What follows belongs to an exercise in optimizing a design on an open flow for small area, a short achievable clock period and few clock cycles; a production flow would make more cautious choices.
No functional check of the RTL was part of any run shown here.

--- flow/design.v ---
module resolve_core (
    input  wire        clk,
    input  wire        rst,             
    input  wire        start,
    input  wire [9:0]  cand_lag,
    input  wire [9:0]  lag_min,
    input  wire [9:0]  max_dist,
    input  wire [7:0]  subthr_pct,
    output reg         busy,
    output reg  [9:0]  dt_addr,
    input  wire [9:0]  dt_data,
    output reg         done,
    output reg         err,
    output reg  [9:0]  corr_lag,
    output reg  [9:0]  divisor
);
    localparam PH_IDLE = 2'd0;
    localparam PH_DIVD = 2'd1;      
    localparam PH_DIVT = 2'd2;      
    localparam PH_RUN  = 2'd3;
    localparam T_NONE = 2'd0;
    localparam T_K1   = 2'd1;       
    localparam T_KW   = 2'd2;       
    reg [1:0]  ph;
    reg        kmode;               
    reg [9:0]  c_r;
    reg [7:0]  pct_r;
    reg [9:0]  maxd_r;
    reg [17:0] thr;
    reg [2:0]  mcnt;
    reg [9:0]  wd;
    reg [9:0]  wi;
    reg [10:0] wr;
    reg [11:0] ux;
    reg [10:0] uden;
    reg [1:0]  ul;
    reg        ucont;
    reg [8:0]  uq;
    reg [1:0]  ta_kind, tb_kind;
    reg        ta_last, tb_last;
    reg [9:0]  tb_d, tb_i;
    reg [10:0] tb_r;
    reg [9:0]  kidx;
    reg [10:0] krem;
    reg [9:0]  kn;
    wire [11:0] x_walk   = {1'b0, wr} + {1'b0, wi, 1'b0} - 12'd1;
    wire [9:0]  wdm1     = wd - 10'd1;
    wire [10:0] den_walk = {wdm1, 1'b0};
    wire [11:0] xin      = ucont ? ux   : x_walk;
    wire [10:0] denin    = ucont ? uden : den_walk;
    reg  [20:0] dens;
    always @* begin
        case (ul)
            2'd0: dens = {10'd0, denin};
            2'd1: dens = {7'd0, denin, 3'd0};
            2'd2: dens = {4'd0, denin, 6'd0};
            default: dens = {1'b0, denin, 9'd0};
        endcase
    end
    wire        big  = |dens[20:12];
    wire [11:0] d12  = dens[11:0];
    wire [15:0] xe   = {4'd0, xin};
    wire [15:0] m1   = {4'd0, d12};
    wire [15:0] m2   = {3'd0, d12, 1'b0};
    wire [15:0] m4   = {2'd0, d12, 2'b0};
    wire [15:0] m8   = {1'd0, d12, 3'b0};
    wire [15:0] m3   = m2 + m1;
    wire [15:0] m5   = m4 + m1;
    wire [15:0] m6   = m4 + m2;
    wire [15:0] m7   = m8 - m1;
    wire [16:0] df1  = {1'b0, xe} - {1'b0, m1};
    wire [16:0] df2  = {1'b0, xe} - {1'b0, m2};
    wire [16:0] df3  = {1'b0, xe} - {1'b0, m3};
    wire [16:0] df4  = {1'b0, xe} - {1'b0, m4};
    wire [16:0] df5  = {1'b0, xe} - {1'b0, m5};
    wire [16:0] df6  = {1'b0, xe} - {1'b0, m6};
    wire [16:0] df7  = {1'b0, xe} - {1'b0, m7};
    wire [16:0] df8  = {1'b0, xe} - {1'b0, m8};
    wire g1 = !big && !df1[16];
    wire g2 = !big && !df2[16];
    wire g3 = !big && !df3[16];
    wire g4 = !big && !df4[16];
    wire g5 = !big && !df5[16];
    wire g6 = !big && !df6[16];
    wire g7 = !big && !df7[16];
    wire ovf = !big && !df8[16] && (ul == 2'd0);
    reg [2:0]  dig;
    reg [11:0] urem;
    always @* begin
        if (g7)      begin dig = 3'd7; urem = df7[11:0]; end
        else if (g6) begin dig = 3'd6; urem = df6[11:0]; end
        else if (g5) begin dig = 3'd5; urem = df5[11:0]; end
        else if (g4) begin dig = 3'd4; urem = df4[11:0]; end
        else if (g3) begin dig = 3'd3; urem = df3[11:0]; end
        else if (g2) begin dig = 3'd2; urem = df2[11:0]; end
        else if (g1) begin dig = 3'd1; urem = df1[11:0]; end
        else         begin dig = 3'd0; urem = xin;       end
    end
    wire [21:0] xw  = {10'd0, xin};
    wire        ge9 = xw >= {2'd0, denin, 9'd0};
    wire        ge6 = xw >= {5'd0, denin, 6'd0};
    wire [1:0]  lvl = ge9 ? 2'd3 : (ge6 ? 2'd2 : 2'd1);
    wire        u_done = (ul == 2'd0) && !ovf;
    wire [11:0] u_q    = {uq, dig};
    wire [9:0]  i_next = wi + u_q[9:0];
    wire [12:0] ks    = {2'b0, krem} + {2'b0, wr} - {3'b0, wd};
    wire [12:0] ks2   = ks - {2'b0, wd, 1'b0};
    wire        kneg  = ks[12];
    wire        kge   = !ks2[12];
    wire [9:0]  kadd  = kneg ? wi - 10'd1 : (kge ? wi + 10'd1 : wi);
    wire [9:0]  kidx_n = kidx + kadd;
    wire [10:0] krem_n = kneg ? (ks[10:0] + {wd, 1'b0}) : (kge ? ks2[10:0] : ks[10:0]);
    wire [16:0] hundred_dt = {1'b0, dt_data, 6'd0} + {2'b0, dt_data, 5'd0} + {5'b0, dt_data, 2'd0};
    wire        is_weak       = {1'b0, hundred_dt} > thr;
    wire b_k1     = (tb_kind == T_K1);
    wire b_kw     = (tb_kind == T_KW);
    wire b_d2     = (tb_d == 10'd2);
    wire flush_k1 = b_k1 && !is_weak && !b_d2;
    wire fail_kw  = b_kw && is_weak;
    wire end_k1   = b_k1 && b_d2;
    wire end_kw   = b_kw && !is_weak && tb_last;
    wire end_run  = (ph == PH_RUN) && (end_k1 || end_kw);
    wire w_ge3    = (wd >= 10'd3);
    wire in_run     = (ph == PH_RUN);
    wire flow_go    = in_run && !kmode && w_ge3 && !flush_k1 && !end_run;
    wire kfail_go   = in_run && kmode && fail_kw;
    wire unit_run   = flow_go || kfail_go;
    wire issue_k1   = unit_run && u_done;
    wire issue_kw   = in_run && kmode && !fail_kw && !end_kw && (kn != 10'd0);
    wire thr_ok     = (mcnt >= 3'd2);
    always @(posedge clk) begin
        if (rst) begin
            ph <= PH_IDLE; kmode <= 1'b0;
            busy <= 1'b0; done <= 1'b0; err <= 1'b0;
            corr_lag <= 10'd0; divisor <= 10'd0; dt_addr <= 10'd0;
            c_r <= 10'd0; pct_r <= 8'd0; maxd_r <= 10'd0; thr <= 18'd0; mcnt <= 3'd0;
            wd <= 10'd0; wi <= 10'd0; wr <= 11'd0;
            ux <= 12'd0; uden <= 11'd0; ul <= 2'd0; ucont <= 1'b0; uq <= 9'd0;
            ta_kind <= T_NONE; tb_kind <= T_NONE; ta_last <= 1'b0; tb_last <= 1'b0;
            tb_d <= 10'd0; tb_i <= 10'd0; tb_r <= 11'd0;
            kidx <= 10'd0; krem <= 11'd0; kn <= 10'd0;
        end else begin
            done <= 1'b0;
            if (mcnt != 3'd4) begin
                thr   <= {thr[15:0], 2'b00}
                       + (pct_r[7] ? {7'd0, maxd_r, 1'b0} : 18'd0)
                       + (pct_r[6] ? {8'd0, maxd_r} : 18'd0);
                pct_r <= {pct_r[5:0], 2'b00};
                mcnt  <= mcnt + 3'd1;
            end
            tb_kind <= (flush_k1 || fail_kw || end_run) ? T_NONE : ta_kind;
            tb_last <= ta_last;
            tb_d    <= wd;
            tb_i    <= wi;
            tb_r    <= wr;
            ta_kind <= T_NONE;
            ta_last <= 1'b0;
            case (ph)
                PH_IDLE: begin
                    if (start) begin
                        if (lag_min == 10'd0) begin
                            done <= 1'b1;
                            err  <= 1'b1;
                        end else begin
                            busy   <= 1'b1;
                            err    <= 1'b0;
                            c_r    <= cand_lag;
                            pct_r  <= subthr_pct;
                            maxd_r <= max_dist;
                            thr    <= 18'd0;
                            mcnt   <= 3'd0;
                            wi     <= lag_min;
                            ux     <= {2'b0, cand_lag};
                            uden   <= {1'b0, lag_min};
                            ul     <= 2'd0;
                            uq     <= 9'd0;
                            ucont  <= 1'b1;
                            kmode  <= 1'b0;
                            ph     <= PH_DIVD;
                        end
                    end
                end
                PH_DIVD, PH_DIVT: begin
                    if (ovf) begin
                        ul <= lvl;
                    end else if (ul != 2'd0) begin
                        ux <= urem;
                        uq <= {uq[5:0], dig};
                        ul <= ul - 2'd1;
                    end else if (ph == PH_DIVD) begin
                        if (u_q < 12'd2) begin
                            divisor  <= 10'd1;
                            corr_lag <= c_r;
                            busy     <= 1'b0;
                            done     <= 1'b1;
                            ucont    <= 1'b0;
                            ph       <= PH_IDLE;
                        end else begin
                            wd   <= u_q[9:0];
                            ux   <= {urem[10:0], 1'b0} + u_q;
                            uden <= {u_q[9:0], 1'b0};
                            uq   <= 9'd0;
                            ph   <= PH_DIVT;
                        end
                    end else if (thr_ok) begin
                        wi       <= i_next;
                        wr       <= urem[10:0];
                        dt_addr  <= i_next;
                        ta_kind  <= T_K1;
                        ucont    <= 1'b0;
                        uq       <= 9'd0;
                        ph       <= PH_RUN;
                    end
                end
                default: begin  
                    if (end_run) begin
                        if (end_k1) begin
                            divisor  <= is_weak ? 10'd1 : 10'd2;
                            corr_lag <= is_weak ? c_r : tb_i;
                        end else begin
                            divisor  <= wd;
                            corr_lag <= wi;
                        end
                        busy  <= 1'b0;
                        done  <= 1'b1;
                        kmode <= 1'b0;
                        ucont <= 1'b0;
                        ul    <= 2'd0;
                        ph    <= PH_IDLE;
                    end else if (flush_k1) begin
                        wd    <= tb_d;
                        wi    <= tb_i;
                        wr    <= tb_r;
                        kidx  <= tb_i;
                        krem  <= tb_r;
                        kn    <= tb_d - 10'd2;
                        kmode <= 1'b1;
                        ucont <= 1'b0;
                        ul    <= 2'd0;
                        uq    <= 9'd0;
                    end else begin
                        if (kfail_go)
                            kmode <= 1'b0;
                        if (unit_run) begin
                            if (ovf) begin
                                ux    <= xin;
                                uden  <= denin;
                                ul    <= lvl;
                                uq    <= 9'd0;
                                ucont <= 1'b1;
                            end else if (ul != 2'd0) begin
                                ux <= urem;
                                uq <= {uq[5:0], dig};
                                ul <= ul - 2'd1;
                            end else begin
                                wd      <= wdm1;
                                wi      <= i_next;
                                wr      <= urem[10:0];
                                dt_addr <= i_next;
                                ta_kind <= T_K1;
                                ucont   <= 1'b0;
                                uq      <= 9'd0;
                            end
                        end
                        if (issue_kw) begin
                            kidx    <= kidx_n;
                            krem    <= krem_n;
                            kn      <= kn - 10'd1;
                            dt_addr <= kidx_n;
                            ta_kind <= T_KW;
                            ta_last <= (kn == 10'd1);
                        end
                    end
                end
            endcase
        end
    end
endmodule
--- flow/run.sh ---
#!/bin/bash
# synth_recipe.tcl (not shown) runs the flow's synth.tcl, then flattens the netlist and writes it again
# the make line also repeats each setting of config.mk as NAME=value (left out here)
make -C /OpenROAD-flow-scripts/flow DESIGN_CONFIG=/design/flow/config.mk WORK_HOME=/design/flow/orfs CLKGATE_MAP_FILE= SYNTH_SCRIPT=/design/flow/synth_recipe.tcl finish
--- flow/config.mk ---
export PLATFORM = sky130hd
export DESIGN_NAME = resolve_core
export DESIGN_NICKNAME = resolve_core
export VERILOG_FILES = /design/flow/design.v
export SDC_FILE = /design/flow/constraint.sdc
export NUM_CORES = 4
export LEC_CHECK = 0
export CAP_MARGIN = 20
export CORE_MARGIN = 2
export CORE_UTILIZATION = 40
export SLEW_MARGIN = 20
--- flow/constraint.sdc ---
create_clock -name core_clock -period 10.0 [get_ports {clk}]
set_input_delay 2.0000 -clock core_clock [delete_from_list [all_inputs] [get_ports {clk}]]
set_output_delay 2.0000 -clock core_clock [all_outputs]
set_load 0.01 [all_outputs]
==> results of run 1 <==
synth_stat cells (16+ instances only):
cell	count
nand2_1	318
nor2_1	262
a21oi_1	252
ha_1	243
inv_1	229
dfxtp_1	219
o21ai_0	159
xnor2_1	120
clkbuf_1	102
nand3_1	74
fa_1	64
a211oi_1	52
mux2i_1	49
nor3_1	48
o21bai_1	40
a21o_1	39
a31oi_1	39
xor2_1	35
o211ai_1	29
nand2b_1	28
o21a_1	25
a221oi_1	23
a22oi_1	23
nor2b_1	20
or3_1	20
nand4_1	19
o31ai_1	19
a311oi_1	17
and2_1	16
nor4_1	16
o22ai_1	16
sequential cells by signal (all words and copies together), names as in the netlist, 11 cells and up:
name	count
tb_r	11
krem	11
ux	12
thr	18
uden	11
wr	11
cell families after synthesis:
kind of cell | share of synthesized area
fa+ha+maj | 0.197
flops | 0.197
compound gates | 0.271
simple gates | 0.184
mux | 0.0256
xor+xnor | 0.0611
buf+inv | 0.0640
through the flow:
| step | cell area [µm²] | utilization | hold WS [ps] | setup WS, ps |
|---|---|---|---|---|
| 5_1_grt | 24900 | 0.452 | 443 | 79.0 |
| 4_1_cts | 24800 | 0.452 | 431 | 694 |
| 3_3_place_gp | 24000 | 0.436 | 432 | 480 |
| 3_5_place_dp | 24000 | 0.436 | 422 | 368 |
| 2_1_floorplan | 22200 | - | 406 | 1410 |
| 6_report | 24900 | 0.452 | 435 | 670 |
layer usage:
layer / up-vias / wire (µm)
met5: - / 0
met4: 0 / 4360
met3: 225 / 6810
met2: 1024 / 38400
met1: 10600 / 36100
li1: 10500 / -
worst max path at each step:
stage | startpoint | depth (start not counted) | slack [ps] | to
after global routing | wi[0] | 40 | 80 | ux[11]
after floorplan | wd[1] | 37 | 1410 | ux[11]
final | wi[0] | 37 | 670 | ux[11]
after detailed placement | dt_data[4] | 26 | 370 | wr[8]
after CTS | wi[0] | 38 | 690 | ux[11]
after global placement | dt_data[1] | 26 | 480 | wr[8]
worst max-delay path: cells and delay by family (launching register included):
family / cells / cell delay, ps
AOI/OAI and AO/OA: 14 / 2840
adders and majority gates: 7 / 2480
and+or+nand+nor: 6 / 1540
buffers and inverters: 6 / 970
muxes: 2 / 550
xor gates and xnor gates: 2 / 410
DFF: 1 / 410
final cells by class:
| cell class | count | area share |
|---|---|---|
| antenna | 1 | 0.000101 |
| clock buffer | 35 | 0.0295 |
| clock inverter | 11 | 0.00568 |
| inverter | 233 | 0.0353 |
| multi-input combinational | 2315 | 0.662 |
| sequential | 219 | 0.176 |
| tap | 748 | 0.0376 |
| timing repair buffer | 150 | 0.0537 |
what timing repair did:
item	in CTS	in global routing
gates resized for setup	0	1
setup endpoints to repair	0	1
buffers inserted	0	4
placed cells by master, fill, tap and decap left out, types with 10 or more instances in the layout:
cell,n
nor4_1,15
fa_1,64
or2_2,15
nand3_1,74
a211oi_1,52
nor2b_1,20
o31a_1,10
a31oi_1,38
a211o_1,10
nor2_1,260
a311oi_1,17
nor3_1,48
o21ai_0,158
xor2_1,35
nand2b_1,28
inv_1,228
nand4_1,19
a21oi_1,251
or3_1,20
o22ai_1,16
ha_1,241
o21ai_1,16
clkdlybuf4s50_1,82
and3_1,13
a21o_1,39
a221oi_1,23
clkbuf_16,26
and2_1,16
o21a_1,25
mux2i_1,49
a22oi_1,23
a311o_1,10
dfxtp_1,219
o21bai_1,40
xnor2_1,120
buf_4,67
o211ai_1,29
o31ai_1,18
nand2_1,318
==> qor.txt, run 1 <==
setup tns final: 0 ps
CTS Buffer Depth: 3
reg2reg end: ux[11]
Fmax achieved: 107 MHz
top_reg_cell synth: dfxtp_1
Crit Path Max Fanout: 12
clock sink count: 219
fin crit period: 9330 ps
M2 GR Usage: 0.477
max cap viols: 0
fillers: 5579
number of global-route vias before repair: 21500
synthesis warning total: 1
# IOs: 84
CP arrival: 9800 ps
ranking of synthesized cells by area: dfxtp_1 20%, ha_1 14%, fa_1 5.8%
Synth Register Bits: 219
run status: timing/DRC/antenna clean
core area: 55000 µm²
fin crit share: 0.933
Clock Skews: 45.0 ps
drc violations: 0
# placed instances: 3661
Unique masters post-synth: 98
top-area cell type share of the netlist area: 0.197
Post-Synthesis Cells: 2897
Worst Hold Class: flop to flop
relative slew slack: 0.157
CTS Buf Count: 26
# nets final: 3303
met3 usage: 0.0365
All-Layer GR Usage: 0.293
final wirelength: 85.6 mm
Synth async-reset ratio: 0
Post-DRT Antenna Nets: 0
FF/Latch Area: 4380 µm²
worst r2r src: wi[0]
PortBufs: 83
hold path depth: 1
worst skew pair latency: 580 ps
number of placement rows: 86
Critical Path Start Type: flop
initial antenna violation count: 1
post-synthesis sequential area ratio: 0.197
Syn Area/Cell: 7.67 µm²
Synth area leader: dfxtp_1
reg2reg path depth: 37
Initial Utilization: 0.404
met1 GRT Util: 0.386
layout cells sized above 1: 0.0634
first-pass GRT wire length: 130 mm
RSZ-0062 raised after global routing: false
final cell count without fillers: 3712
worst slew pin tran: 1250 ps
crit path capture type: flop
gpl congestion: 1.03
Initial DRC Count: 2134
Crit-path slowest cell: or4_1
Final Slew Violations: 0
final hold vios: 0
DRT Pass-1 Iters: 6
Reg clk slew, reported paths: 70 ps
Hold Path End: tb_kind[0]
syn nets: 3255
busiest layer in global routing: met2
Die Span X: 240 µm
WL/cell: 23.1 µm
number of synthesized flops with an enable pin: 0
via count: 22400
CTS root buf: clkbuf_16
Multi-input gate area: 16500 µm²
die area: 57400 µm²
hpwl dp: 65.3 mm
grt total ovfl: 0
Reg2Reg Setup Slack: 670 ps
H-tree Lvls: 1
area grow syn2layout: 12.0%
most frequent CP cell: a21oi_1
Final setup viols: 0
required time worst endpoint: 10470 ps
TritonCTS clock tree: built
largest net degree at the start of global routing: 100
height of the die: 240 µm
Vias/cell: 6.03
Worst Hold Launch: ta_kind[0]
hold buffers post-CTS: 0
crit-path max cell delay: 540 ps
Mapped Area: 22200 µm²
critical path class: flop to flop
==> run 2: changes to the inputs <==
--- a/flow/config.mk
+++ b/flow/config.mk
@@ -6,6 +6,7 @@
 export NUM_CORES = 4
 export LEC_CHECK = 0
+export ABC_AREA = 1
 export CAP_MARGIN = 20
 export CORE_MARGIN = 2
-export CORE_UTILIZATION = 40
+export CORE_UTILIZATION = 60
 export SLEW_MARGIN = 20
==> qor.txt, run 2 <==
hpwl dp: 57.8 mm (-11%)
most common cell after layout, fill and taps aside: nand2_1
grt total ovfl: 0 (unchanged)
Final setup viols: 0 (unchanged)
worst slew pin tran: 1300 ps (+49.0 ps)
Hold Path End: tb_last
# Post-CTS Setup Buffers: 0 (unchanged)
CP arrival: 9310 ps (-490 ps)
CTS Buffer Depth: 3 (unchanged)
Crit-path slowest cell: fa_1
Post-CTS Resized: 0 (unchanged)
Die Span X: 197 µm (-18%)
Fmax achieved: 113 MHz (+5.6%)
Critical Path Start Type: flop
worst skew pair latency: 570 ps (about the same)
Synth Register Bits: 219 (unchanged)
reg2reg path depth: 46 (+24%)
critical path class: flop to flop
Most flops, register: thr
most frequent cells in the layout: 656 x nand2_1, 479 x inv_1, 304 x nor2_1, 284 x a21oi_1, 252 x o21ai_0
Worst Hold Launch: ta_last
RSZ-0062 raised after global routing: false
H-tree Lvls: 1 (unchanged)
Crit Path Max Fanout: 21 (+9)
Synth area leader: dfxtp_1
post-synthesis sequential area ratio: 0.197 (-0.000797)
Initial Utilization: 0.609 (+0.205)
final hold vios: 0 (unchanged)
final wirelength: 76.0 mm (-11%)
required time worst endpoint: 10470 ps (about the same)
relative slew slack: 0.135 (-0.0218)
Vias/cell: 6.06 (+0.50%)
area grow syn2layout: 9.12%
number of synthesized flops with an enable pin: 0 (unchanged)
top_reg_cell synth: dfxtp_1
hold buffers post-CTS: 0 (unchanged)
number of placement rows: 70 (-19%)
initial antenna violation count: 3 (+2)
crit-path max cell delay: 540 ps (about the same)
Syn Area/Cell: 6.69 µm² (-13%)
Mapped Area: 22300 µm² (+0.41%)
worst r2r src: wi[6]
most frequent CP cell: nand2_1
Reg clk slew, reported paths: 60 ps (about the same)
# IOs: 84 (unchanged)
Post-DRT Antenna Nets: 0 (unchanged)
largest net degree at the start of global routing: 96 (-4.0%)
setup tns final: 0 ps (unchanged)
CTS root buf: clkbuf_16
WL/cell: 19.7 µm (-15%)
WL met1: 31.8 mm (-12%)
Clock Skews: 33.3 ps (-11.7 ps)
number of global-route vias before repair: 22400 (+4.3%)
Reg2Reg Setup Slack: 1170 ps (+500 ps)
first-pass GRT wire length: 120 mm (-7.7%)
Worst Hold Class: flop to flop
max reg flops: 18 (unchanged)
reg2reg end: ux[11]
CTS Buf Count: 26 (unchanged)
hold_ws: 379 ps (-55.4 ps)
core area: 36600 µm² (-33%)
biggest regs: thr: 18 flops, ux: 12 flops
Final Slew Violations: 0 (unchanged)
fin crit share: 0.883 (-0.0496)
ranking of synthesized cells by area: dfxtp_1 20%, ha_1 14%, nand2_1 11%
most numerous cell in the Yosys netlist: nand2_1
layout cells sized above 1: 0.0549 (-0.00858)
syn nets: 3694 (+13%)
DRT Pass-1 Iters: 8 (+2)
crit path capture type: flop
PortBufs: 83 (unchanged)
clock sink count: 219 (unchanged)
die area: 38700 µm² (-33%)
run status: timing/DRC/antenna clean
Initial DRC Count: 2361 (+11%)
synthesis warning total: 1 (unchanged)
fin crit period: 8830 ps (-496 ps)
max cap viols: 0 (unchanged)
Unique masters post-synth: 69 (-30%)
via count: 23400 (+4.5%)
# nets final: 3729 (+13%)
hold path depth: 2 (+1)
Routed met2 length: 32.8 mm (-14%)
Synth async-reset ratio: 0 (unchanged)
TritonCTS clock tree: built
top-area cell type share of the netlist area: 0.197 (-0.000797)
drc violations: 0 (unchanged)
met3 routed WL: 8.58 mm (+26%)
All-Layer GR Usage: 0.389 (+0.0960)
height of the die: 197 µm (-18%)
top sig layer: met5
Post-synth top cells: 657 x nand2_1, 481 x inv_1, 305 x nor2_1
Post-Synthesis Cells: 3336 (+15%)
gpl congestion: 1.04 (+0.98%)
## run 2: changes by cell type in the layout (fill, tap and decap cells not counted), sizes merged, moves of 35 or more
cell   before  now
o21ai     179  279
xnor2     120   41
mux2i      49    1
buf        68   33
nand2     318  676
inv       230  495
nand3      75  181
xor2       35   90
nor2      263  318
a21oi     253  292
## run 2: cell families after synthesis
group | Yosys count | share of synthesized area
AND/OR/NAND/NOR | 1302 | 0.253
adder cells (fa/ha/maj) | 307 | 0.194
XOR/XNOR | 131 | 0.0518
AO/OA/AOI/OAI | 766 | 0.198
buffers and inverters | 610 | 0.107
multiplexers | 1 | 0.000449
flip-flops | 219 | 0.197
## run 2: how the worst max path moves through the flow
stage                          start    endpoint  slack (ps)  depth (start not counted)
after detailed placement  dt_data[4]     krem[2]        1520                         30
after global placement    dt_data[4]  dt_addr[9]        1290                         28
after CTS                      wi[0]      ux[11]        1530                         50
after floorplan                wi[0]      ux[11]        3140                         45
after global routing           wi[0]      ux[11]         580                         50
final                          wi[6]      ux[11]        1170                         46
## run 2: layout make-up
cell class / count / area, µm²
Antenna cell: 1 / 2.50
Clock buffer: 35 / 724
Clock inverter: 12 / 133
Fill cell: 3375 / 12300
Inverter: 502 / 1890
Multi-Input combinational cell: 2507 / 15600
Sequential cell: 219 / 4380
Tap cell: 468 / 586
Timing Repair Buffer: 115 / 1070
## run 2: worst max-delay path, delay by kind of cell, from the launching register on
kind	cells	cell delay, ps
and+or+nand+nor	22	2180
AOI/OAI and AO/OA	11	1960
buffers and inverters	6	1500
adders and majority gates	6	2380
xor gates and xnor gates	1	210
DFF	1	440
## run 2: routing by layer
layer	track usage	vias to the layer above
li1	-	11100
met1	0.518	10800
met2	0.613	1263
met3	0.0921	218
met4	0.147	4
met5	0	-
## run 2: through the flow
stage / utilization / cells / setup slack [ps] / instance area, µm²
5_1_grt: 0.665 / 3858 / 582 / 24300
2_1_floorplan: - / 3336 / 3140 / 22300
3_3_place_gp: 0.641 / 3811 / 1290 / 23500
3_5_place_dp: 0.641 / 3811 / 1520 / 23500
6_report: 0.665 / 3859 / 1170 / 24300
4_1_cts: 0.665 / 3858 / 1530 / 24300
==> run 3: changes to the inputs <==
--- a/flow/config.mk
+++ b/flow/config.mk
@@ -6,7 +6,8 @@
 export NUM_CORES = 4
 export LEC_CHECK = 0
-export ABC_AREA = 1
+export ABC_CLOCK_PERIOD_IN_PS = 5000
 export CAP_MARGIN = 20
 export CORE_MARGIN = 2
 export CORE_UTILIZATION = 60
+export SETUP_SLACK_MARGIN = 3
 export SLEW_MARGIN = 20
==> qor.txt, run 3 <==
WP depth: 43 (-6.5%)
Worst Hold Class: flop to flop
Vias/cell: 6.88 (+14%)
setup tns final: 0 ps (unchanged)
syn nets: 3255 (-12%)
Post-Synthesis Cells: 2897 (-13%)
gpl congestion: 1.14 (+9.2%)
Synth Register Bits: 219 (unchanged)
Multi-input gate area: 18400 µm² (+19%)
fillers: 2566 (-24%)
run status: timing/DRC/antenna clean
Post-DRT Antenna Nets: 0 (unchanged)
crit-path max cell delay: 520 ps (-20 ps)
most frequent CP cell: buf_4
Die Span X: 196 µm (-0.20%)
first-pass GRT wire length: 135 mm (+12%)
Unique masters post-synth: 98 (+42%)
layout cells sized above 1: 0.218 (+0.163)
crit path capture type: flop
hold_ws: 439 ps (+59.8 ps)
core area: 36500 µm² (-0.24%)
H-tree Lvls: 1 (unchanged)
Area after DPL: 23900 µm² (+1.7%)
max cap viols: 0 (unchanged)
WL met1: 33.8 mm (+6.3%)
WL/cell: 25.0 µm (+27%)
number of synthesized flops with an enable pin: 0 (unchanged)
RSZ-0062 raised after global routing: true
clock sink count: 219 (unchanged)
fin crit period: 7880 ps (-949 ps)
Hold Path End: tb_last
reg2reg path depth: 43 (-6.5%)
worst r2r src: wi[1]
PortBufs: 83 (unchanged)
Initial Utilization: 0.608 (-0.00101)
Crit-path slowest cell: fa_1
top-area cell type share of the netlist area: 0.197 (+0.000797)
final hold vios: 0 (unchanged)
Worst Setup Slack, final: 2120 ps (+949 ps)
synthesis warning total: 1 (unchanged)
hold path depth: 1 (-1)
ranking of synthesized cells by area: dfxtp_1 20%, ha_1 14%, fa_1 5.8%
Syn Area/Cell: 7.67 µm² (+15%)
Final Slew Violations: 0 (unchanged)
worst slew pin tran: 1070 ps (-231 ps)
drc violations: 0 (unchanged)
CTS root buf: clkbuf_16
most common cell after layout, fill and taps aside: nand2_1
# placed instances: 3363 (-12%)
CP Buf/Inv Count: 22 (+16)
die area: 38600 µm² (-0.40%)
via count: 25100 (+7.4%)
Final Util: 0.781 (+0.116)
height of the die: 196 µm (-0.20%)
Synth area leader: dfxtp_1
relative slew slack: 0.287 (+0.151)
Fmax achieved: 127 MHz (+12%)
critical path class: flop to flop
fin crit share: 0.788 (-0.0949)
Mapped Area: 22200 µm² (-0.40%)
number of global-route vias before repair: 23700 (+5.5%)
number of placement rows: 70 (unchanged)
Finished Cell Area: 28500 µm² (+17%)
Critical Path Start Type: flop
Clock Skews: 43.5 ps (+10.2 ps)
area grow syn2layout: 28.3%
final cell count without fillers: 3648 (-5.5%)
worst slack at placement: 941 ps (-584 ps)
Most flops, register: thr
CP delay by family, top: buffers and inverters
biggest regs: thr: 18 flops, ux: 12 flops
# nets final: 3518 (-5.7%)
DRT Pass-1 Iters: 8 (unchanged)
worst skew pair latency: 580 ps (about the same)
CP arrival: 8350 ps (-960 ps)
hpwl dp: 60.7 mm (+4.9%)
All-Layer GR Usage: 0.448 (+0.0586)
most numerous cell in the Yosys netlist: nand2_1
reg2reg end: ux[11]
max reg flops: 18 (unchanged)
Worst Hold Launch: ta_last
top sig layer: met5
post-synthesis sequential area ratio: 0.197 (+0.000797)
final wirelength: 91.3 mm (+20%)
Post-synth top cells: 318 x nand2_1, 262 x nor2_1, 252 x a21oi_1
CTS Buffer Depth: 3 (unchanged)
TritonCTS clock tree: built
Synth async-reset ratio: 0 (unchanged)
Routed met2 length: 37.9 mm (+16%)
met3 routed WL: 11.9 mm (+38%)
FF/Latch Area: 4420 µm² (+0.86%)
most frequent cells in the layout: 311 x nand2_1, 248 x nor2_1, 239 x buf_4, 209 x inv_1, 208 x a21oi_1
initial antenna violation count: 3 (unchanged)
CTS Buf Count: 26 (unchanged)
Final setup viols: 0 (unchanged)
largest net degree at the start of global routing: 89 (-7.3%)
top_reg_cell synth: dfxtp_1
hold buffers post-CTS: 0 (unchanged)
# IOs: 84 (unchanged)
Crit Path Max Fanout: 4 (-81%)
Initial DRC Count: 3504 (+48%)
required time worst endpoint: 10460 ps (about the same)
grt total ovfl: 0 (unchanged)
Reg2Reg Setup Slack: 2120 ps (+950 ps)
Reg clk slew, reported paths: 60 ps (about the same)
run 3: timing repair:
| action | in CTS | in global routing |
|---|---|---|
| gates resized for setup | 239 | 141 |
| pin swaps | 102 | 113 |
| cloned | 4 | 2 |
| setup endpoints to repair | 131 | 95 |
| buffers inserted | 165 | 66 |
run 3: logic make-up (layout without fill, tap and decap cells):
kind of cell / Yosys count / in the layout / share of synthesized area
fa+ha+maj: 312 / 312 / 0.197
compound gates: 902 / 903 / 0.271
flops: 219 / 219 / 0.197
simple gates: 890 / 892 / 0.184
xor+xnor: 155 / 155 / 0.0611
other cells: 0 / 1 / 0
mux: 56 / 56 / 0.0256
buf+inv: 363 / 642 / 0.0640
run 3: layout make-up:
class	instances	area share
timing repair buffer	362	0.111
multi-input combinational	2318	0.647
tap	468	0.0205
inverter	233	0.0333
clock inverter	17	0.00807
clock buffer	30	0.0248
sequential	219	0.155
antenna	1	0.0000878
run 3: worst max path at each step:
| stage | end | start | slack, ps |
|---|---|---|---|
| after floorplan | ux[11] | wi[0] | 2870 |
| after global placement | wr[8] | dt_data[1] | 900 |
| after detailed placement | wr[8] | dt_data[1] | 940 |
| after CTS | ux[11] | wi[1] | 2600 |
| after global routing | ux[11] | wi[1] | 1940 |
| final | ux[11] | wi[1] | 2120 |
run 3: metal layers:
| metal | global-route usage | up-vias |
|---|---|---|
| met2 | 0.688 | 1864 |
| met5 | 0 | - |
| li1 | - | 10900 |
| met4 | 0.281 | 6 |
| met1 | 0.560 | 11700 |
| met3 | 0.118 | 617 |

re-timing with driven ports:
No port has a modelled driver above. Below, the same layouts with a new extraction and two added sets of constraints. Step 1 sets driving cells, clkbuf_16 on the clock port and buf_2 on the other inputs (assumed; they add their load-dependent delay and slew). Step 2 times the ports against the registers' clock, not the clock port: input delays grow and output delays shrink by t, the midpoint of the rising clock arrivals with the driver on. Slacks: no drivers / after step 1 / after step 2; pairs: no drivers / after step 1.
run | t (ns) | setup slack, ns | hold slack, ns | worst setup path after step 2
run 1 | 0.615 | 0.670 / 0.670 / 0.365 | 0.435 / 0.435 / 0.435 | input to register
run 2 | 0.611 | 1.166 / 1.166 / 1.073 | 0.379 / 0.379 / 0.379 | input to register
run 3 | 0.617 | 2.115 / 2.115 / 2.115 | 0.439 / 0.439 / 0.439 | register to register
After both steps setup and hold are still met in every run listed. For run 1, which loses most, drivers alone change the setup slack by 0.000 ns; drivers and shift together by -0.305 ns.
